From an optimization exercise on the open Yosys and OpenROAD flow, aimed at small area and a short achievable clock period; shortcuts taken in it are not production practice.
Where RTL was checked, it was by simulation tests only, not by an equivalence proof against the original.
Function not checked in run 3: the RTL went through the layout flow alone.
Power figures rest on the tool's default switching activity, not on a simulated workload.

==> flow/config.mk <==
export PLATFORM = sky130hd
export DESIGN_NAME = fpe_rm
export DESIGN_NICKNAME = fpe_rm
export VERILOG_FILES = /design/flow/design.v
export SDC_FILE = /design/flow/constraint.sdc
export NUM_CORES = 8
export LEC_CHECK = 0
export CAP_MARGIN = 40
export CORE_MARGIN = 2
export CORE_UTILIZATION = 60
export CTS_BUF_LIST = sky130_fd_sc_hd__clkbuf_8 sky130_fd_sc_hd__clkbuf_16
export CTS_CLUSTER_SIZE = 30
export PLACE_DENSITY = 0.7
export SETUP_SLACK_MARGIN = 5
export SLEW_MARGIN = 20
export SYNTH_HIERARCHICAL = 1
export SYNTH_MINIMUM_KEEP_SIZE = 0
==> flow/design.v <==
module fpe_regmap (
  input  wire         clk,
  input  wire         rst,
  input  wire [63:0]  row,       
  input  wire [3:0]   amt,       
  input  wire [15:0]  lmask,     
  input  wire         rd,        
  input  wire         wr,        
  input  wire         s_w0,      
  input  wire         s_w1,      
  input  wire         s_bq,      
  input  wire [127:0] w0,
  input  wire [127:0] w1,
  input  wire [127:0] bq,
  output wire [127:0] rot_out
);
  reg  [511:0] cells;
  wire [127:0] rin, t1;
  genvar j, r;
  generate
    for (j = 0; j < 16; j = j + 1) begin : g_lane
      wire [3:0] rs  = {row[48 + j], row[32 + j], row[16 + j], row[j]} & {4{rd}};
      assign rin[8*j +: 8] = ({8{rs[0]}} & cells[  0 + 8*j +: 8]) |
                             ({8{rs[1]}} & cells[128 + 8*j +: 8]) |
                             ({8{rs[2]}} & cells[256 + 8*j +: 8]) |
                             ({8{rs[3]}} & cells[384 + 8*j +: 8]) |
                             ({8{s_w0}} & w0[8*(15-j) +: 8]) |
                             ({8{s_w1}} & w1[8*(15-j) +: 8]) |
                             ({8{s_bq}} & bq[8*(15-j) +: 8]);
      for (r = 0; r < 4; r = r + 1) begin : g_cell
        wire en = rst | (wr & lmask[j] & row[16*r + j]);
        always @(posedge clk)
          if (en)
            cells[128*r + 8*j +: 8] <= rot_out[8*(15-j) +: 8];
      end
    end
  endgenerate
  wire [127:0] t2, t3;
  fpe_rot2i #(.STEP(1)) u_rot1 (.s(amt[0]), .d(rin), .y(t1));
  fpe_rot2i #(.STEP(2)) u_rot2 (.s(amt[1]), .d(t1),  .y(t2));
  fpe_rot2i #(.STEP(4)) u_rot3 (.s(amt[2]), .d(t2),  .y(t3));
  fpe_rot2i #(.STEP(8)) u_rot4 (.s(amt[3]), .d(t3),  .y(rot_out));
endmodule
module fpe_lanes (
  input  wire [3:0]  a,
  input  wire [4:0]  len,
  output wire [15:0] lmask
);
  wire [4:0] e    = {1'b0, a} + len;
  wire       full = len[4];
  wire       wrap = e[4];
  genvar j;
  generate
    for (j = 0; j < 16; j = j + 1) begin : g_lane
      localparam [3:0] J = j;
      wire lt   = (J < a);
      wire lt_e = (J < e[3:0]);
      assign lmask[j] = full | (wrap ? (!lt | lt_e) : (!lt & lt_e));
    end
  endgenerate
endmodule
module fpe_rot2i #(
  parameter STEP = 1
) (
  input  wire         s,
  input  wire [127:0] d,
  output wire [127:0] y
);
  genvar k;
  generate
    for (k = 0; k < 16; k = k + 1) begin : g_byte
      assign y[8*k +: 8] = ~(s ? d[8*((k + STEP) % 16) +: 8] : d[8*k +: 8]);
    end
  endgenerate
endmodule
module fpe_rows (
  input  wire [5:0]  a,
  output wire [15:0] lt,
  output wire [3:0]  rd0,
  output wire [3:0]  rd1
);
  assign rd0 = 4'b0001 << a[5:4];
  assign rd1 = 4'b0001 << (a[5:4] + 2'd1);
  genvar j;
  generate
    for (j = 0; j < 16; j = j + 1) begin : g_lane
      localparam [3:0] J = j;
      assign lt[j] = (J < a[3:0]);
    end
  endgenerate
endmodule
module fpe_engine (
  input  wire         clk,
  input  wire         rst,
  input  wire         link_rst,
  input  wire         rx_valid,
  input  wire [7:0]   rx_data,
  output wire         rx_ready,
  output wire         tx_valid,
  output reg  [7:0]   tx_data,
  input  wire         tx_ready,
  output wire         commit_req,
  output wire         commit_wr,
  input  wire         commit_go,
  input  wire         snap,          
  output wire [5:0]   eng_addr,
  output wire [4:0]   eng_len,
  output wire [127:0] eng_buf,
  output reg  [3:0]   eng_amt,       
  input  wire [127:0] rd_win,
  output reg          diag_valid,
  output reg  [2:0]   diag_code
);
  localparam [3:0] S_IDLE = 4'd0,  S_HADDR = 4'd1,  S_HLEN = 4'd2,
                   S_RCS  = 4'd3,  S_WPAY  = 4'd4,  S_WCS  = 4'd5,
                   S_SKIP = 4'd6,  S_CRD   = 4'd8,  S_CWR  = 4'd9,
                   S_RA   = 4'd12, S_R2    = 4'd13, S_RD   = 4'd14,
                   S_RL   = 4'd15;
  reg [3:0]   st;
  reg [4:0]   cnt;
  reg [5:0]   addr;
  reg         ahi;
  reg [4:0]   len;
  reg [7:0]   acc;
  reg         is01, is02;
  reg [127:0] buf_q;
  wire rx_phase = !st[3];
  wire tx_phase = st[3] && st[2];
  assign rx_ready = rx_phase && !rst && !link_rst;
  assign tx_valid = tx_phase && !rst && !link_rst;
  wire rx_fire = rx_valid && rx_ready;
  wire tx_fire = tx_valid && tx_ready;
  assign commit_req = st[3] && !st[2];
  assign commit_wr  = st[0];
  assign eng_addr   = addr;
  assign eng_len    = len;
  assign eng_buf    = buf_q;
  wire       len_big = (rx_data > 8'd16);
  wire [6:0] hsum    = {1'b0, addr} + {2'b0, rx_data[4:0]};
  wire       hdr_ok  = !ahi && !len_big && (hsum <= 7'd64);
  always @(*) begin
    case (st)
      S_RA:    tx_data = {2'b00, addr};
      S_R2:    tx_data = acc ^ {2'b00, addr};
      S_RD:    tx_data = buf_q[7:0];
      default: tx_data = acc;
    endcase
  end
  wire shift = (st == S_WPAY && rx_fire) || (st == S_RD && tx_fire);
  always @(posedge clk)
    if (snap)
      buf_q <= rd_win;
    else if (shift)
      buf_q <= {rx_data, buf_q[127:8]};
  always @(posedge clk) begin
    diag_valid <= 1'b0;
    if (rst) begin
      st <= S_IDLE;
    end else if (link_rst) begin
      if (st != S_IDLE) begin
        diag_valid <= 1'b1;
        diag_code  <= 3'd5;
      end
      st <= S_IDLE;
    end else begin
      case (st)
        S_IDLE: if (rx_fire) begin
          is01 <= (rx_data == 8'h01);
          is02 <= (rx_data == 8'h02);
          acc  <= rx_data;
          st   <= S_HADDR;
        end
        S_HADDR: if (rx_fire) begin
          addr <= rx_data[5:0];
          ahi  <= |rx_data[7:6];
          acc  <= acc ^ rx_data;
          st   <= S_HLEN;
        end
        S_HLEN: if (rx_fire) begin
          len <= rx_data[4:0];
          eng_amt <= addr[3:0] + (is02 ? rx_data[3:0] : 4'd0);
          acc <= acc ^ rx_data;
          cnt <= rx_data[4:0];
          if (is01) begin
            if (hdr_ok) begin
              st <= S_RCS;
            end else begin
              st  <= S_SKIP;
              cnt <= 5'd1;
              diag_valid <= 1'b1;
              diag_code  <= len_big ? 3'd3 : 3'd1;
            end
          end else if (is02) begin
            if (len_big) begin
              st <= S_IDLE;
              diag_valid <= 1'b1;
              diag_code  <= 3'd3;
            end else if (!hdr_ok) begin
              st  <= S_SKIP;
              cnt <= rx_data[4:0] + 5'd1;
              diag_valid <= 1'b1;
              diag_code  <= 3'd1;
            end else if (rx_data[4:0] == 5'd0) begin
              st <= S_WCS;
            end else begin
              st <= S_WPAY;
            end
          end else begin
            st <= S_IDLE;
            diag_valid <= 1'b1;
            diag_code  <= 3'd4;
          end
        end
        S_RCS: if (rx_fire) begin
          if (rx_data == acc) begin
            st <= S_CRD;
          end else begin
            st <= S_IDLE;
            diag_valid <= 1'b1;
            diag_code  <= 3'd2;
          end
        end
        S_WPAY: if (rx_fire) begin
          acc   <= acc ^ rx_data;
          cnt   <= cnt - 5'd1;
          if (cnt == 5'd1)
            st <= S_WCS;
        end
        S_WCS: if (rx_fire) begin
          if (rx_data == acc) begin
            st <= S_CWR;
          end else begin
            st  <= S_RA;
            acc <= {2'b00, addr} ^ 8'hFF;
            diag_valid <= 1'b1;
            diag_code  <= 3'd2;
          end
        end
        S_SKIP: if (rx_fire) begin
          cnt <= cnt - 5'd1;
          if (cnt == 5'd1)
            st <= S_IDLE;
        end
        S_CRD: if (commit_go) begin
          acc   <= {2'b00, addr} ^ {3'b000, len};
          st    <= S_RA;
        end
        S_CWR: if (commit_go) begin
          acc <= {2'b00, addr};
          st  <= S_RA;
        end
        S_RA: if (tx_fire)
          st <= S_R2;
        S_R2: if (tx_fire)
          st <= (cnt != 5'd0) ? S_RD : S_RL;
        S_RD: if (tx_fire) begin
          acc   <= acc ^ buf_q[7:0];
          cnt   <= cnt - 5'd1;
          if (cnt == 5'd1)
            st <= S_RL;
        end
        S_RL: if (tx_fire)
          st <= S_IDLE;
        default: st <= S_IDLE;
      endcase
    end
  end
endmodule
module fpe_rm (
  input  wire         clk,
  input  wire         rst,
  input  wire         link_rst,
  input  wire         rx_valid,
  input  wire [7:0]   rx_data,
  output wire         rx_ready,
  output wire         tx_valid,
  output wire [7:0]   tx_data,
  input  wire         tx_ready,
  input  wire [1:0]   c_req,
  input  wire [1:0]   c_op,
  input  wire [15:0]  c_addr,
  input  wire [9:0]   c_len,
  input  wire [255:0] c_wdata,
  input  wire [1:0]   c_lock,
  output reg  [1:0]   c_gnt,
  output wire [255:0] c_rdata,
  output reg  [1:0]   c_err,
  output wire         diag_valid,
  output wire [2:0]   diag_code
);
  wire         commit_req;
  wire         commit_wr;
  wire         commit_go;
  wire [5:0]   eng_addr;
  wire [4:0]   eng_len;
  wire [127:0] eng_buf;
  wire [3:0]   eng_amt;      
  wire [127:0] rot_out;
  reg          p_er;         
  fpe_engine u_engine (
    .clk        (clk),
    .rst        (rst),
    .link_rst   (link_rst),
    .rx_valid   (rx_valid),
    .rx_data    (rx_data),
    .rx_ready   (rx_ready),
    .tx_valid   (tx_valid),
    .tx_data    (tx_data),
    .tx_ready   (tx_ready),
    .commit_req (commit_req),
    .commit_wr  (commit_wr),
    .commit_go  (commit_go),
    .snap       (p_er),
    .eng_addr   (eng_addr),
    .eng_len    (eng_len),
    .eng_buf    (eng_buf),
    .eng_amt    (eng_amt),
    .rd_win     (rdata_q),
    .diag_valid (diag_valid),
    .diag_code  (diag_code)
  );
  reg own_valid;
  reg own_idx;
  wire eng_sel = commit_req && !own_valid && !link_rst;
  assign commit_go = eng_sel && !rst;
  wire e0 = c_req[0] && !c_gnt[0] && (!own_valid || !own_idx);
  wire e1 = c_req[1] && !c_gnt[1] && (!own_valid ||  own_idx);
  wire gnt0 = !rst && !eng_sel && e0;
  wire gnt1 = !rst && !eng_sel && !e0 && e1;
  wire ok0 = !(c_len[4] && |c_len[3:0]) &&
             ({1'b0, c_addr[7:0]}  + {4'b0000, c_len[4:0]} <= 9'd64);
  wire ok1 = !(c_len[9] && |c_len[8:5]) &&
             ({1'b0, c_addr[15:8]} + {4'b0000, c_len[9:5]} <= 9'd64);
  wire eng_pre = commit_req && !own_valid;
  wire pre0    = !c_gnt[0] && (!own_valid || !own_idx);
  wire [2:0] ag;
  wire rd, s_w0, s_w1, s_bq;
  fpe_pick u_pick (
    .rst      (rst),
    .link_rst (link_rst),
    .eng_pre  (eng_pre),
    .eng_wr   (commit_wr),
    .req0     (c_req[0]),
    .pre0     (pre0),
    .op       (c_op),
    .ag       (ag),
    .s_row    (rd),
    .s_w0     (s_w0),
    .s_w1     (s_w1),
    .s_bq     (s_bq)
  );
  wire [5:0] ca  = e0 ? c_addr[5:0] : c_addr[13:8];
  wire [4:0] cl  = e0 ? c_len[4:0]  : c_len[9:5];
  wire [4:0] rl  = ({5{ag[0]}} & eng_len) | ({5{!ag[0]}} & cl);
  wire [3:0] amt = ({4{ag[0]}} & eng_amt) | ({4{ag[1]}} & c_addr[3:0]) |
                   ({4{ag[2]}} & c_addr[11:8]);
  wire [15:0] lm_e, lm_c;
  fpe_lanes u_lanes_e (.a(eng_addr[3:0]), .len(eng_len), .lmask(lm_e));
  fpe_lanes u_lanes_c (.a(ca[3:0]),       .len(cl),      .lmask(lm_c));
  wire [15:0] lmask = ({16{ag[0]}} & lm_e) | ({16{!ag[0]}} & lm_c);
  wire [15:0] lt_e, lt_0, lt_1;
  wire [3:0]  rd0_e, rd0_0, rd0_1, rd1_e, rd1_0, rd1_1;
  fpe_rows u_rows_e (.a(eng_addr),     .lt(lt_e), .rd0(rd0_e), .rd1(rd1_e));
  fpe_rows u_rows_0 (.a(c_addr[5:0]),  .lt(lt_0), .rd0(rd0_0), .rd1(rd1_0));
  fpe_rows u_rows_1 (.a(c_addr[13:8]), .lt(lt_1), .rd0(rd0_1), .rd1(rd1_1));
  wire [15:0] lt  = ({16{ag[0]}} & lt_e) | ({16{ag[1]}} & lt_0) | ({16{ag[2]}} & lt_1);
  wire [3:0]  rd0 = ({4{ag[0]}} & rd0_e) | ({4{ag[1]}} & rd0_0) | ({4{ag[2]}} & rd0_1);
  wire [3:0]  rd1 = ({4{ag[0]}} & rd1_e) | ({4{ag[1]}} & rd1_0) | ({4{ag[2]}} & rd1_1);
  wire [63:0] row;
  genvar jj, rr;
  generate
    for (jj = 0; jj < 16; jj = jj + 1) begin : g_row_l
      for (rr = 0; rr < 4; rr = rr + 1) begin : g_row_r
        assign row[16*rr + jj] = lt[jj] ? rd1[rr] : rd0[rr];
      end
    end
  endgenerate
  wire wr = (commit_go && commit_wr) || (gnt0 && c_op[0] && ok0) ||
            (gnt1 && c_op[1] && ok1);
  fpe_regmap u_map (
    .clk     (clk),
    .rst     (rst),
    .row     (row),
    .amt     (amt),
    .lmask   (lmask),
    .rd      (rd),
    .wr      (wr),
    .s_w0    (s_w0),
    .s_w1    (s_w1),
    .s_bq    (s_bq),
    .w0      (c_wdata[127:0]),
    .w1      (c_wdata[255:128]),
    .bq      (eng_buf),
    .rot_out (rot_out)
  );
  wire [127:0] rmask;
  genvar k;
  generate
    for (k = 0; k < 16; k = k + 1) begin : g_rmask
      assign rmask[8*k +: 8] = {8{k < rl}};
    end
  endgenerate
  reg [127:0] rdata_q;
  assign c_rdata = {rdata_q, rdata_q};
  always @(posedge clk) begin
    rdata_q <= rot_out & rmask;
    p_er    <= commit_go && !commit_wr;
  end
  always @(posedge clk) begin
    c_err <= {!ok1, !ok0};
    if (rst) begin
      own_valid <= 1'b0;
      c_gnt     <= 2'b00;
    end else begin
      c_gnt <= {gnt1, gnt0};
      if (own_valid) begin
        own_valid <= c_lock[own_idx];
      end else begin
        own_valid <= (gnt0 && c_lock[0]) || (gnt1 && c_lock[1]);
        own_idx   <= gnt1;
      end
    end
  end
endmodule
module fpe_pick (
  input  wire       rst,
  input  wire       link_rst,
  input  wire       eng_pre,
  input  wire       eng_wr,
  input  wire       req0,
  input  wire       pre0,
  input  wire [1:0] op,
  output wire [2:0] ag,
  output wire       s_row,
  output wire       s_w0,
  output wire       s_w1,
  output wire       s_bq
);
  wire e  = eng_pre && !link_rst;
  wire e0 = req0 && pre0;
  assign ag    = {!e && !e0, !e && e0, e};
  assign s_bq  = !rst && e && eng_wr;
  assign s_w0  = !rst && ag[1] && op[0];
  assign s_w1  = !rst && ag[2] && op[1];
  assign s_row = !rst && ((e && !eng_wr) || (ag[1] && !op[0]) || (ag[2] && !op[1]));
endmodule
==> flow/constraint.sdc <==
create_clock -name core_clock -period 10.0 [get_ports {clk}]
set_input_delay 2.0000 -clock core_clock [delete_from_list [all_inputs] [get_ports {clk}]]
set_output_delay 2.0000 -clock core_clock [all_outputs]
set_load 0.01 [all_outputs]
==> flow/standard.sh <==
#!/bin/bash
# synth_recipe.tcl (not shown) runs the flow's synth.tcl, then flattens the netlist and writes it again
# the make line also repeats each setting of config.mk as NAME=value (left out here)
make -C /OpenROAD-flow-scripts/flow DESIGN_CONFIG=/design/flow/config.mk WORK_HOME=/design/flow/orfs CLKGATE_MAP_FILE= SYNTH_SCRIPT=/design/flow/synth_recipe.tcl "${@:-finish}"
==> flow/flow/run.sh <==
#!/bin/bash
# Layout flow: the standard flow (standard.sh), with two changes:
#  * synthesis maps the logic with an ABC script without ORFS's SOP balancing, buffering and sizing
#    (flow/abc_nf.abc: delay-aware mapping with area recovery) in place of ORFS's; the rest of
#    synthesis is the standard flow's own synth_recipe.tcl, unchanged, so the registers
#    are the standard synthesis's;
#  * the port buffers that buffer_ports inserts are sky130_fd_sc_hd__buf_1.
# Each tool's output is in ORFS's logs (orfs/logs/...); make's own output
# goes to flow_make.log.
set -euo pipefail
W=$PWD
{
  cat <<'EOT'
# ABC with the script in OWN_ABC_SCRIPT instead of the one synth.tcl names
proc abc {args} {
  set i [lsearch -exact $args -script]
  if {$i >= 0} {
    set args [lreplace $args [expr {$i + 1}] [expr {$i + 1}] $::env(OWN_ABC_SCRIPT)]
  }
  yosys abc {*}$args
}
EOT
  cat "$W/synth_recipe.tcl"
} > "$W/own_synth.tcl"
export OWN_ABC_SCRIPT="$W/flow/abc_nf.abc"
bash "$W/standard.sh" SYNTH_SCRIPT="$W/own_synth.tcl" \
  "BUFFER_PORTS_ARGS=-buffer_cell sky130_fd_sc_hd__buf_1" finish > "$W/flow_make.log" 2>&1
==> flow/flow/abc_nf.abc <==
strash
&get -n
&st
&dch
&nf -R 1000
&put
topo
stime -c
==> results of run 1 <==
Yosys stat by module, one instance, submodules excluded, excerpt:
module / copies in the design / area [sq um]
fpe_engine: 1 / 8160
fpe_pick: 1 / 58.8
fpe_rows: 3 / 174
fpe_regmap: 1 / 20200
fpe_lanes: 2 / 518
fpe_rm: 1 / 6460
routing by layer:
layer | GRT usage, % | vias to the layer above | part of all wire [%]
met2 | 64.3 | 3056 | 44
li1 | - | 14500 | -
met3 | 10.4 | 564 | 14
met5 | 0 | - | 0.043
met1 | 57.7 | 17200 | 35
met4 | 24.0 | 6 | 7.2
critical path, delay by kind of cell:
kind / cells / cell delay [ns]
mux: 5 / 0.89
simple gates: 4 / 0.67
buf+inv: 5 / 1.13
compound gates: 3 / 1.10
logic make-up (layout without fill, tap and decap cells):
family	count (synthesis)	count (layout)	synth area share, %
flops	814	814	55.5
compound gates	552	554	11.0
mux	732	732	18.1
xor+xnor	43	43	0.906
simple gates	823	827	9.98
fa+ha+maj	48	48	1.52
other cells	3	4	0.0271
buf+inv	188	1024	3.02
worst max path at each step:
stage              from                to  slack, ns
5_1_grt        link_rst       rdata_q[89]       4.66
2_1_floorplan  link_rst       rdata_q[16]       4.71
3_3_place_gp   link_rst  u_map.cells[106]       2.53
4_1_cts        link_rst       rdata_q[25]       4.96
6_report       link_rst       rdata_q[30]       4.68
3_5_place_dp   link_rst  u_map.cells[362]       2.76
power by group through the flow:
stage	sequential, mW	clock [mW]	combinational (mW)
final	4.60	3.43	3.23
after global routing	4.63	3.57	3.28
after CTS	4.59	3.44	2.54
after detailed placement	4.65	0	2.21
after global placement	4.63	0	2.13
after floorplan	4.62	0	1.29
registers in the layout, indices dropped and copies added, names as in the netlist, 2 cells and up:
signal	cells
c_err	2
c_gnt	2
rdata_q	128
u_engine.acc	8
u_engine.addr	6
u_engine.buf_q	128
u_engine.cnt	5
u_engine.diag_code	3
u_engine.eng_amt	4
u_engine.len	5
u_engine.st	4
u_map.cells	512
area by class of cell:
class	instances	area share (%)
Antenna cell	1	0.00464
Clock buffer	91	4.04
Clock inverter	62	1.63
Inverter	41	0.367
Multi-Input combinational cell	2207	40.4
Sequential cell	814	42.8
Tap cell	931	2.16
Timing Repair Buffer	827	8.60
Timing Repair inverter	3	0.0302
cells in the mapped netlist, types with 10 or more instances:
| master | number | area share [%] |
|---|---|---|
| nor2_1 | 92 | 0.83 |
| mux2_1 | 146 | 4.0 |
| a21o_1 | 12 | 0.22 |
| clkinv_1 | 41 | 0.37 |
| a21oi_1 | 59 | 0.71 |
| xor2_1 | 22 | 0.46 |
| mux2i_1 | 586 | 14 |
| nand3_1 | 207 | 2.5 |
| a222oi_1 | 244 | 5.9 |
| nor2b_1 | 56 | 0.84 |
| o211ai_1 | 10 | 0.18 |
| dfxtp_1 | 139 | 6.7 |
| and2_0 | 157 | 2.4 |
| buf_4 | 147 | 2.7 |
| o21ai_0 | 66 | 0.79 |
| and3_1 | 53 | 0.80 |
| a221oi_1 | 40 | 0.84 |
| nand2_1 | 200 | 1.8 |
| edfxtp_1 | 675 | 49 |
| nor3_1 | 16 | 0.19 |
| xnor2_1 | 21 | 0.44 |
| a31o_1 | 65 | 1.4 |
| nand2b_1 | 14 | 0.21 |
| ha_1 | 36 | 1.1 |
metrics by stage:
step	cells	util [%]	hold WS, ns	instance area (sq um)
6_report	4977	78.6	0.557	53900
5_1_grt	4977	78.6	0.596	53900
4_1_cts	4880	73.3	0.563	50300
3_5_place_dp	4646	65.5	0.541	44900
3_3_place_gp	4614	65.0	0.516	44600
2_1_floorplan	3203	-	0.529	42000
timing repair:
action | CTS | global route
buffers inserted | 69 | 88
cloned | 12 | 2
pin swaps | 68 | 100
hold buffers | 0 | 0
gates resized for setup | 411 | 571
setup endpoints to repair | 1154 | 1137
==> flow_summary.json, run 1 <==
{
  "dieArea_sq_um": 71400,
  "multiInputGateArea_sq_um": 21800,
  "clk_latency_ns": 0.67,
  "dpl.hpwl_um": 115000,
  "comb_power_share_pct": 28.7,
  "r2r-start": "u_engine.st[3]",
  "gp_congestion": 1.04,
  "synth.avg_cell_area_sq_um": 13.0,
  "antenna_found_initial": 5,
  "sequentialPowerShare_pct": 40.9,
  "grt_max_degree": 77,
  "seq_area_sq_um": 23100,
  "avgViaCountPerCell": 7.09,
  "synth_seq_cells": 814,
  "powerDensity_nw_per_um2": 209,
  "numCtsBuffers": 82,
  "row_count": 96,
  "setup_slack_ns": 4.68,
  "port_buffers": 574,
  "worstHoldPathCells": 2,
  "overflow": 0,
  "end_kind": "flop",
  "maxCapViolCount": 0,
  "fin_total_pwr_mw": 11.3,
  "io_pins": 575,
  "core_area_sq_um": 68600,
  "crit_fanout": 16,
  "critPathKind": "in2reg",
  "reg2reg_setup_slack_ns": 4.89,
  "ys_types": 51,
  "place_ws_ns": 2.76,
  "die_y_um": 267,
  "ys_seq_area_share_pct": 55.5,
  "p_int_mw": 7.58,
  "syn_area_sq_um": 41600,
  "cts_tree": "yes",
  "track_usage_pct": 42.9,
  "fin_skew_ns": 0.0464,
  "fp.dieW_um": 267,
  "clock_sinks": 814,
  "worst_path_most_repeated_cell": "mux2i_1",
  "worst_pin_slew_ns": 1.05,
  "holdPathEnd": "c_gnt[1]",
  "nets": 4319,
  "drt_iter0_drc": 7348,
  "max_freq_ghz": 0.188,
  "hold_violations": 0,
  "synth_ff_type": "edfxtp_1",
  "min_from": "c_gnt[1]",
  "fill_cells": 4133,
  "wl_per_cell_um": 32.8,
  "crit_arrival_ns": 5.83,
  "grt_first_pass_wirelength_um": 221000,
  "fin_tns_setup_ns": 0,
  "start_util_pct": 60.6,
  "h-tree-depth": 3,
  "final_cell_mix": "675 x edfxtp_1, 560 x buf_1, 244 x a222oi_1, 202 x mux2i_2, 198 x buf_4",
  "critPathMaxStageDelay_ns": 0.57,
  "r2r_end": "rdata_q[30]",
  "drive_gt1_share_pct": 26.5,
  "synth_edf_count": 675,
  "mostFrequentLayoutCell": "edfxtp_1",
  "final-setup-viol-count": 0,
  "cts_buffer_depth": 3,
  "clkTransAtPathRegs_ns": 0.06,
  "dr.pass1.iters": 15,
  "syn_inst": 3203,
  "synth-async-reset-ratio_pct": 0,
  "p_switching_mw": 3.68,
  "rr_worst_depth": 20,
  "hold_class": "reg2reg",
  "rsz0062_at_grt": "true",
  "start_kind": "input port",
  "cp_cell_sequence": "buf_12 -> nor2b_4 -> buf_12 -> a21oi_4 -> a222oi_1 -> bufbuf_16 -> mux2i_1 -> and2_4 -> a222oi_1 -> nand3_2 -> buf_6 -> mux2i_4 -> mux2i_4 -> mux2i_1 -> mux2i_1 -> buf_4 -> nor2b_4",
  "drc_errors": 0,
  "slowest_stage": "a222oi_1",
  "layout_min_cycle_time_ns": 5.32,
  "routed_wl_um": 163000,
  "vias": 35300,
  "p_leak_nw": 19.4,
  "postRouteAntennaNets": 0,
  "clkPwrFrac_pct": 30.5,
  "ir_worst_vdd_v": 0.000194,
  "drv_slew": 0,
  "crit_required_ns": 10.51,
  "grt_pass1_vias": 31900,
  "relSlewSlack_pct": 29.9,
  "sw_frac_of_total_pct": 32.7,
  "ctsRootBufferMaster": "clkbuf_16",
  "yosysWarningCount": 9,
  "outcome": "complete, no violations",
  "finalCritPeriodShare_pct": 53.2,
  "syn_to_final_growth_pct": 29.6,
  "syn_nets": 3546
}
==> run 2, diff against run 1 <==
==> flow/flow/abc_nf.abc (replaced) <==
strash
&get -n
&st
&dch
&nf
&put
topo
stime -c
==> run 2 against run 1 <==
Clock-buffer cell count up 6. Synthesized cell count fell by 1.5%. Critical path type unchanged. Via count up 1.9%. First-iteration DRC count decreased by 11%. Largest power group unchanged. Non-clock buffer count down 54. Wire length increased by 3.3%. Clock skew down 0.0041 ns. Combinational power fell by 5%. Largest cell class unchanged. Final cell count is 1.9% lower. Setup slack better by 0.19 ns. Global-route usage up 0.86 points.
==> flow_summary.json, run 2 <==
{
  "dr.pass1.iters": 10,
  "min_from": "rdata_q[48]",
  "h-tree-depth": 3,
  "postRouteAntennaNets": 0,
  "final-setup-viol-count": 0,
  "antenna_found_initial": 7,
  "dieArea_sq_um": 71900,
  "start_kind": "input port",
  "grt_first_pass_wirelength_um": 226000,
  "syn_area_sq_um": 41900,
  "layout_min_cycle_time_ns": 5.14,
  "synth_seq_cells": 814,
  "clk_latency_ns": 0.67,
  "critPathBufInv": 4,
  "ys_seq_area_share_pct": 55.1,
  "ctsRootBufferMaster": "clkbuf_16",
  "max_freq_ghz": 0.195,
  "rsz0062_at_grt": "true",
  "powerDensity_nw_per_um2": 203,
  "synth-async-reset-ratio_pct": 0,
  "track_usage_pct": 43.8,
  "yosysTopAreaCellShare_pct": 48.4,
  "crit_fanout": 11,
  "synth_ff_type": "edfxtp_1",
  "crit_end": "rdata_q[100]",
  "syn_inst": 3155,
  "numCtsBuffers": 82,
  "io_pins": 575,
  "syn_to_final_growth_pct": 26.8,
  "maxCapViolCount": 0,
  "synth_common_cells": "675 x edfxtp_1, 585 x mux2i_1, 240 x a32oi_1, 156 x a222oi_1, 149 x nand3_1",
  "fp.dieW_um": 268,
  "start_util_pct": 60.8,
  "dpl.hpwl_um": 116000,
  "setup.worst_path.start": "link_rst",
  "crit_arrival_ns": 5.69,
  "r2r-start": "u_engine.st[3]",
  "syn_nets": 3498,
  "drive_gt1_share_pct": 24.4,
  "relSlewSlack_pct": 22.3,
  "fill_cells": 4141,
  "cts_tree": "yes",
  "hold_buffers": 0,
  "p_leak_nw": 18.9,
  "port_buffers": 574,
  "r2r_end": "rdata_q[100]",
  "avgViaCountPerCell": 7.36,
  "wl_per_cell_um": 34.5,
  "final_cell_mix": "675 x edfxtp_1, 563 x buf_1, 248 x mux2i_1, 201 x a32oi_1, 182 x mux2i_2",
  "ir_worst_vdd_v": 0.000224,
  "fin_skew_ns": 0.0423,
  "hold_class": "reg2reg",
  "mostFrequentLayoutCell": "edfxtp_1",
  "finalCritPeriodShare_pct": 51.4,
  "critPathKind": "in2reg",
  "nets": 4217,
  "worst_pin_slew_ns": 1.17,
  "drc_errors": 0,
  "synth.largest_area_cell": "edfxtp_1",
  "routed_wl_um": 169000,
  "core_area_sq_um": 68800,
  "multiInputGateArea_sq_um": 21600,
  "cts_buffer_depth": 3,
  "cp_cell_sequence": "buf_6 -> nor2b_4 -> buf_12 -> nor2_4 -> a222oi_1 -> bufbuf_16 -> mux2i_1 -> and2_2 -> a32oi_1 -> nand3_2 -> mux2i_4 -> mux2i_1 -> mux2i_2 -> mux2i_2 -> buf_4 -> and2_0",
  "ys_types": 53,
  "synth.avg_cell_area_sq_um": 13.3,
  "reg2reg_setup_slack_ns": 4.97,
  "synth_edf_count": 675,
  "drt_iter0_drc": 6573,
  "top_register": "u_map.cells",
  "vias": 35900,
  "grt_max_degree": 92,
  "crit_cells": 16,
  "synthTopCellsByArea": "edfxtp_1 48%, mux2i_1 14%, dfxtp_1 6.6%",
  "outcome": "complete, no violations",
  "die_y_um": 268,
  "largestRegisters": "u_map.cells (512), rdata_q (128), u_engine.buf_q (128)",
  "rr_worst_depth": 18,
  "end_kind": "flop",
  "crit_required_ns": 10.56,
  "clock_sinks": 814,
  "clkTransAtPathRegs_ns": 0.06,
  "critPathMaxStageDelay_ns": 0.41,
  "fin_tns_setup_ns": 0,
  "drv_slew": 0,
  "hold_violations": 0,
  "seq_area_sq_um": 23100,
  "gp_congestion": 1.01,
  "row_count": 96,
  "yosysWarningCount": 9,
  "fin_total_pwr_mw": 10.8,
  "slowest_stage": "bufbuf_16",
  "largest_register_ff_count": 512,
  "grt_pass1_vias": 32600,
  "synth.most_common_cell": "edfxtp_1",
  "cp_top_family": "multiplexers",
  "overflow": 0
}
## run 2: changes by cell type in the layout (fill, tap and decap cells not counted), moves of 28 or more
cell,delta
mux2i_4,-32
and2_4,-34
a221oi_2,-35
and3_1,-28
a222oi_1,-88
buf_4,-51
a32oi_1,+201
a31o_2,+45
a32oi_2,+37
nand3_1,-65
a31o_1,-40
nand2_1,-92
mux2i_1,+52
## run 2: worst min path at each step
stage                                     to  slack [ns]  cells after the start
final                     u_engine.buf_q[48]        0.56                      1
after global routing      u_engine.buf_q[48]        0.58                      1
after CTS                 u_engine.buf_q[48]        0.56                      1
after detailed placement  u_engine.buf_q[94]        0.55                      1
after global placement    u_engine.buf_q[20]        0.55                      1
after floorplan                    own_valid        0.52                      2
## run 2: layout make-up
class / count / share of cell area [%]
sequential: 814 / 43.4
multi-input combinational: 2167 / 40.6
timing repair buffer: 773 / 8.22
clock buffer: 97 / 4.25
tap: 931 / 2.19
clock inverter: 57 / 0.919
inverter: 36 / 0.320
antenna: 6 / 0.0283
## run 2: modules after synthesis (local to each module, per instance), a selection
module      cells  cell area (sq um)
fpe_regmap   1134              20300
fpe_engine    580               8210
fpe_rm        645               6550
fpe_lanes      87                524
fpe_rows       33                174
fpe_pick       11               67.6
## run 2: where the power goes
group	switching, mW	internal, mW
registers	0.264	4.35
clock network	1.37	1.73
logic	2.02	1.06
total	3.65	7.14
## run 2: repair_timing
item	CTS	global route
pin swaps	29	26
setup buffers	60	30
gates resized for setup	554	320
cloned	11	6
setup endpoints to repair	1157	1159
## run 2: logic make-up (layout without fill, tap and decap cells)
| family | after synthesis | count (layout) | synth area share, % |
|---|---|---|---|
| other cells | 3 | 9 | 0.0269 |
| mux | 731 | 732 | 17.9 |
| fa+ha+maj | 42 | 42 | 1.36 |
| flops | 814 | 814 | 55.1 |
| buf+inv | 183 | 963 | 2.96 |
| simple gates | 625 | 631 | 7.72 |
| xor+xnor | 43 | 43 | 0.900 |
| compound gates | 714 | 716 | 14.1 |
## run 2: stage by stage
step / utilization (%) / hold slack (ns) / worst slack, ns / cells / cell area [sq um]
floorplan: - / 0.517 / 0.444 / 3155 / 42000
global placement: 64.9 / 0.545 / 2.41 / 4569 / 44700
detailed placement: 65.4 / 0.549 / 2.64 / 4605 / 45000
CTS: 73.9 / 0.558 / 4.96 / 4830 / 50900
global route: 77.1 / 0.576 / 4.78 / 4876 / 53100
finish: 77.2 / 0.559 / 4.86 / 4881 / 53100
## run 2: worst reg2reg max path: stages (launching register included)
cell,delay (ns)
dfxtp_1,0.57
nand2b_1,0.16
clkinv_1,0.14
nor2b_1,0.40
nor2b_4,0.25
buf_12,0.16
nor2_4,0.09
a222oi_1,0.40
bufbuf_16,0.41
mux2i_1,0.14
and2_2,0.29
a32oi_1,0.30
nand3_2,0.31
mux2i_4,0.26
mux2i_1,0.16
mux2i_2,0.29
mux2i_2,0.20
buf_4,0.25
and2_0,0.18
## run 2: layer usage
layer | up-vias | GRT usage [%] | share of wire (%)
met3 | 589 | 10.4 | 15
li1 | 14500 | - | -
met5 | - | 0 | 0.0071
met2 | 3246 | 66.3 | 44
met4 | 2 | 23.1 | 6.5
met1 | 17600 | 59.0 | 34
==> run 3, diff against run 2 <==
--- a/flow/design.v
+++ b/flow/design.v
@@ -20,13 +20,18 @@
   generate
     for (j = 0; j < 16; j = j + 1) begin : g_lane
       wire [3:0] rs  = {row[48 + j], row[32 + j], row[16 + j], row[j]} & {4{rd}};
-      assign rin[8*j +: 8] = ({8{rs[0]}} & cells[  0 + 8*j +: 8]) |
-                             ({8{rs[1]}} & cells[128 + 8*j +: 8]) |
-                             ({8{rs[2]}} & cells[256 + 8*j +: 8]) |
-                             ({8{rs[3]}} & cells[384 + 8*j +: 8]) |
-                             ({8{s_w0}} & w0[8*(15-j) +: 8]) |
-                             ({8{s_w1}} & w1[8*(15-j) +: 8]) |
-                             ({8{s_bq}} & bq[8*(15-j) +: 8]);
+      fpe_rin u_rin (
+        .rs (rs),
+        .c0 (cells[  0 + 8*j +: 8]),
+        .c1 (cells[128 + 8*j +: 8]),
+        .c2 (cells[256 + 8*j +: 8]),
+        .c3 (cells[384 + 8*j +: 8]),
+        .sw ({s_bq, s_w1, s_w0}),
+        .w0 (w0[8*(15-j) +: 8]),
+        .w1 (w1[8*(15-j) +: 8]),
+        .w2 (bq[8*(15-j) +: 8]),
+        .y  (rin[8*j +: 8])
+      );
       for (r = 0; r < 4; r = r + 1) begin : g_cell
         wire en = rst | (wr & lmask[j] & row[16*r + j]);
         always @(posedge clk)
@@ -89,6 +94,17 @@
     end
   endgenerate
 endmodule
+module fpe_rin (
+  input  wire [3:0] rs,
+  input  wire [7:0] c0, c1, c2, c3,
+  input  wire [2:0] sw,
+  input  wire [7:0] w0, w1, w2,
+  output wire [7:0] y
+);
+  assign y = ({8{rs[0]}} & c0) | ({8{rs[1]}} & c1) | ({8{rs[2]}} & c2) |
+             ({8{rs[3]}} & c3) | ({8{sw[0]}} & w0) | ({8{sw[1]}} & w1) |
+             ({8{sw[2]}} & w2);
+endmodule
 module fpe_engine (
   input  wire         clk,
   input  wire         rst,
@@ -296,6 +312,7 @@
   wire [127:0] eng_buf;
   wire [3:0]   eng_amt;      
   wire [127:0] rot_out;
+  reg  [127:0] rdata_q;      
   reg          p_er;         
   fpe_engine u_engine (
     .clk        (clk),
@@ -400,7 +417,6 @@
       assign rmask[8*k +: 8] = {8{k < rl}};
     end
   endgenerate
-  reg [127:0] rdata_q;
   assign c_rdata = {rdata_q, rdata_q};
   always @(posedge clk) begin
     rdata_q <= rot_out & rmask;
--- a/flow/config.mk
+++ b/flow/config.mk
@@ -7,10 +7,10 @@
 export LEC_CHECK = 0
 export CAP_MARGIN = 40
 export CORE_MARGIN = 2
-export CORE_UTILIZATION = 60
-export CTS_BUF_LIST = sky130_fd_sc_hd__clkbuf_8 sky130_fd_sc_hd__clkbuf_16
+export CORE_UTILIZATION = 55
+export CTS_BUF_LIST = sky130_fd_sc_hd__clkbuf_8
 export CTS_CLUSTER_SIZE = 30
-export PLACE_DENSITY = 0.7
+export PLACE_DENSITY = 0.65
 export SETUP_SLACK_MARGIN = 5
 export SLEW_MARGIN = 20
 export SYNTH_HIERARCHICAL = 1
==> run 3 against run 2 <==
Wire length fell by 2.4%. Clock-buffer cell count up 48. Die area up 8.5%. Critical path type unchanged. Via count decreased by 4.4%. Clock skew grew 0.0071 ns. Sequential share of layout area is 1.2 points higher. Final cell count increased by 3.1%. Combinational power shrank 5%. Clock power fell by 8.7%.
==> flow_summary.json, run 3 <==
{
  "fp.dieW_um": 279,
  "slowest_stage": "a222oi_1",
  "row_count": 100,
  "crit_required_ns": 10.74,
  "start_kind": "input port",
  "port_buffers": 574,
  "start_util_pct": 55.8,
  "nets": 4296,
  "numCtsBuffers": 131,
  "cp_top_family": "multiplexers",
  "vias": 34400,
  "synth-async-reset-ratio_pct": 0,
  "largest_register_ff_count": 512,
  "track_usage_pct": 40.4,
  "syn_to_final_growth_pct": 23.9,
  "wl_per_cell_um": 32.7,
  "io_pins": 575,
  "drc_errors": 0,
  "die_y_um": 279,
  "gp_congestion": 0.986,
  "r2r-start": "u_engine.st[2]",
  "rsz0062_at_grt": "true",
  "yosysTopAreaCellShare_pct": 48.6,
  "routed_wl_um": 165000,
  "syn_area_sq_um": 41700,
  "outcome": "complete, no violations",
  "dpl.hpwl_um": 121000,
  "final-setup-viol-count": 0,
  "dieArea_sq_um": 78000,
  "r2r_end": "rdata_q[26]",
  "relSlewSlack_pct": 34.9,
  "max_freq_ghz": 0.194,
  "worst_pin_slew_ns": 0.976,
  "fin_tns_setup_ns": 0,
  "drt_iter0_drc": 5508,
  "dpl-instance-area_sq_um": 45000,
  "grt_pass1_vias": 32300,
  "critPathBufInv": 6,
  "drv_slew": 0,
  "largestRegisters": "u_map.cells (512), rdata_q (128), u_engine.buf_q (128)",
  "setup.worst_path.start": "link_rst",
  "cts_buffer_depth": 3,
  "synth.most_common_cell": "edfxtp_1",
  "clk_latency_ns": 0.83,
  "hold_violations": 0,
  "drive_gt1_share_pct": 22.5,
  "mostFrequentLayoutCell": "edfxtp_1",
  "final_area_sq_um": 51700,
  "reg2reg_setup_slack_ns": 4.95,
  "ir_worst_vdd_v": 0.000138,
  "critPathMaxStageDelay_ns": 0.46,
  "postRouteAntennaNets": 0,
  "crit_fanout": 8,
  "core_area_sq_um": 74700,
  "clock_sinks": 814,
  "hold_ws_ns": 0.565,
  "synth_common_cells": "675 x edfxtp_1, 585 x mux2i_1, 261 x a22oi_1, 157 x and2_0, 156 x a222oi_1",
  "grt_max_degree": 74,
  "layout_min_cycle_time_ns": 5.15,
  "avgViaCountPerCell": 6.83,
  "p_leak_nw": 18.9,
  "syn_nets": 3516,
  "maxCapViolCount": 0,
  "fill_cells": 5392,
  "synth_seq_cells": 814,
  "dr.pass1.iters": 10,
  "crit_cells": 18,
  "ys_types": 52,
  "hold_buffers": 0,
  "clkTransAtPathRegs_ns": 0.06,
  "overflow": 0,
  "powerDensity_nw_per_um2": 201,
  "hold_class": "reg2reg",
  "fin_skew_ns": 0.0494,
  "grt_first_pass_wirelength_um": 227000,
  "synth.avg_cell_area_sq_um": 13.1,
  "h-tree-depth": 4,
  "cp_cell_sequence": "buf_12 -> nor2b_4 -> a21oi_4 -> buf_12 -> clkbuf_16 -> a222oi_1 -> buf_4 -> buf_4 -> mux2i_1 -> and2_4 -> a22oi_1 -> nand3_1 -> mux2i_1 -> mux2i_1 -> mux2i_1 -> mux2i_1 -> buf_4 -> nor2b_1",
  "synthTopCellsByArea": "edfxtp_1 49%, mux2i_1 14%, dfxtp_1 6.7%",
  "worst_path_most_repeated_cell": "mux2i_1",
  "cts_tree": "yes",
  "ys_seq_area_share_pct": 55.3,
  "crit_end": "rdata_q[26]",
  "syn_inst": 3173,
  "antenna_found_initial": 9,
  "final_cell_mix": "675 x edfxtp_1, 563 x buf_1, 306 x mux2i_1, 260 x a22oi_1, 172 x buf_4",
  "yosysWarningCount": 9,
  "finalCritPeriodShare_pct": 51.5,
  "synth_edf_count": 675,
  "synth.largest_area_cell": "edfxtp_1",
  "synth_ff_type": "edfxtp_1",
  "crit_arrival_ns": 5.89,
  "top_register": "u_map.cells",
  "ctsRootBufferMaster": "clkbuf_8",
  "critPathKind": "in2reg",
  "end_kind": "flop",
  "rr_worst_depth": 20
}
==> run 3: changes by cell type in the layout (fill, tap and decap cells not counted), sizes merged, moves of 17 or more <==
cell and change:
buf +17, a22oi +256, a32oi -240, inv +29, and2 +34, clkbuf +50
==> run 3: where the power goes <==
part / total (mW) / internal, mW / switching (mW) / leakage (nW)
Combinational: 2.93 / 1.04 / 1.89 / 9.53
Sequential: 4.59 / 4.34 / 0.249 / 7.85
Clock: 2.83 / 1.42 / 1.41 / 1.51
Total: 10.4 / 6.80 / 3.56 / 18.9
==> run 3: worst min-delay path by stage <==
stage	startpoint	end	depth (start not counted)
2_1_floorplan	own_valid	own_valid	2
3_3_place_gp	rdata_q[54]	u_engine.buf_q[54]	1
3_5_place_dp	rdata_q[65]	u_engine.buf_q[65]	1
4_1_cts	u_engine.buf_q[41]	u_engine.buf_q[33]	1
5_1_grt	u_engine.buf_q[71]	u_engine.buf_q[63]	1
6_report	u_engine.buf_q[64]	u_engine.buf_q[56]	1
==> run 3: logic make-up (layout without fill, tap and decap cells) <==
| group | count (synthesis) | in the layout | share of synthesized area, % |
|---|---|---|---|
| xor+xnor | 43 | 43 | 0.903 |
| simple gates | 643 | 644 | 8.02 |
| other cells | 3 | 4 | 0.0270 |
| buf+inv | 183 | 1071 | 2.97 |
| compound gates | 714 | 714 | 13.4 |
| fa+ha+maj | 42 | 42 | 1.37 |
| mux | 731 | 731 | 18.0 |
| flops | 814 | 814 | 55.3 |
==> run 3: final cells by class <==
class	count	area [sq um]	area share [%]
Multi-Input combinational cell	2177	20200	39.1
Timing Repair Buffer	793	4400	8.53
Tap cell	969	1210	2.35
Clock buffer	145	2000	3.86
Clock inverter	97	601	1.16
Antenna cell	1	2.50	0.00484
Sequential cell	814	23100	44.6
Inverter	36	180	0.349
==> run 3: through the flow <==
stage / instances / util [%] / worst slack (ns) / total power, mW
2_1_floorplan: 3173 / - / 3.38 / 5.93
3_3_place_gp: 4635 / 59.7 / 2.49 / 6.80
3_5_place_dp: 4678 / 60.2 / 2.62 / 6.91
4_1_cts: 4963 / 66.3 / 4.96 / 9.98
5_1_grt: 5032 / 69.2 / 4.86 / 10.6
6_report: 5032 / 69.2 / 4.85 / 10.4
==> run 3: layer usage <==
layer | wire, um | global-route usage [%]
met5 | 0 | 0
met4 | 8710 | 20.1
met3 | 19700 | 9.37
met2 | 75400 | 63.0
met1 | 60800 | 53.4
==> run 3: timing repair <==
action                      CTS  global route
setup endpoints to repair  1153          1154
setup buffers                40            58
gates cloned                  3             4
resized for setup           380           356
pin swaps                    68            61
==> run 3: worst reg2reg max path: stages (launching register included) <==
cell and delay (ns):
dfxtp_1 0.39, nand2b_1 0.23, clkinv_1 0.12, nor2b_1 0.34, nor2b_4 0.36, a21oi_4 0.09
buf_12 0.14, clkbuf_16 0.15, a222oi_1 0.46, buf_4 0.30, buf_4 0.14, mux2i_1 0.22
and2_4 0.25, a22oi_1 0.10, nand3_1 0.21, mux2i_1 0.16, mux2i_1 0.32, mux2i_1 0.17
mux2i_1 0.34, buf_4 0.26, nor2b_1 0.23
==> run 3: per-module statistics from Yosys, one instance, submodules excluded, excerpt <==
module,cells,copies in the design
fpe_lanes,87,2
fpe_rin,32,16
fpe_engine,580,1
fpe_regmap,640,1
fpe_rows,33,3
fpe_rm,645,1
fpe_pick,11,1

## afterwards: timing with drivers on the ports
How much do the figures lean on ideal ports? The routed layouts below were timed once more, with nothing changed but the port constraints.
Step 1 assumes that a clkbuf_16 drives the clock port and a buf_2 every other input.
Step 2 times the ports against the registers' clock, not the clock port: input delays grow and output delays shrink by t, the midpoint of the rising clock arrivals with the driver on.
a / b / c = ideal ports / drivers / drivers and shift; a / b = the first two.
run | shift t [ns] | setup slack, ns | worst setup path after step 2 | latest minus earliest clock arrival (ns) | slew at the worst register clock pin (ns)
run 1 | 0.718 | 4.679 / 4.703 / 3.985 | input to register | 0.046 / 0.046 | 0.07 / 0.07
run 2 | 0.720 | 4.865 / 4.901 / 4.181 | input to register | 0.042 / 0.043 | 0.07 / 0.07
run 3 | 0.873 | 4.850 / 4.874 / 4.000 | input to register | 0.049 / 0.049 | 0.07 / 0.07
After both steps every run listed still meets setup and hold. For run 3, which loses most, drivers alone change the setup slack by +0.024 ns; drivers and shift together by -0.850 ns.
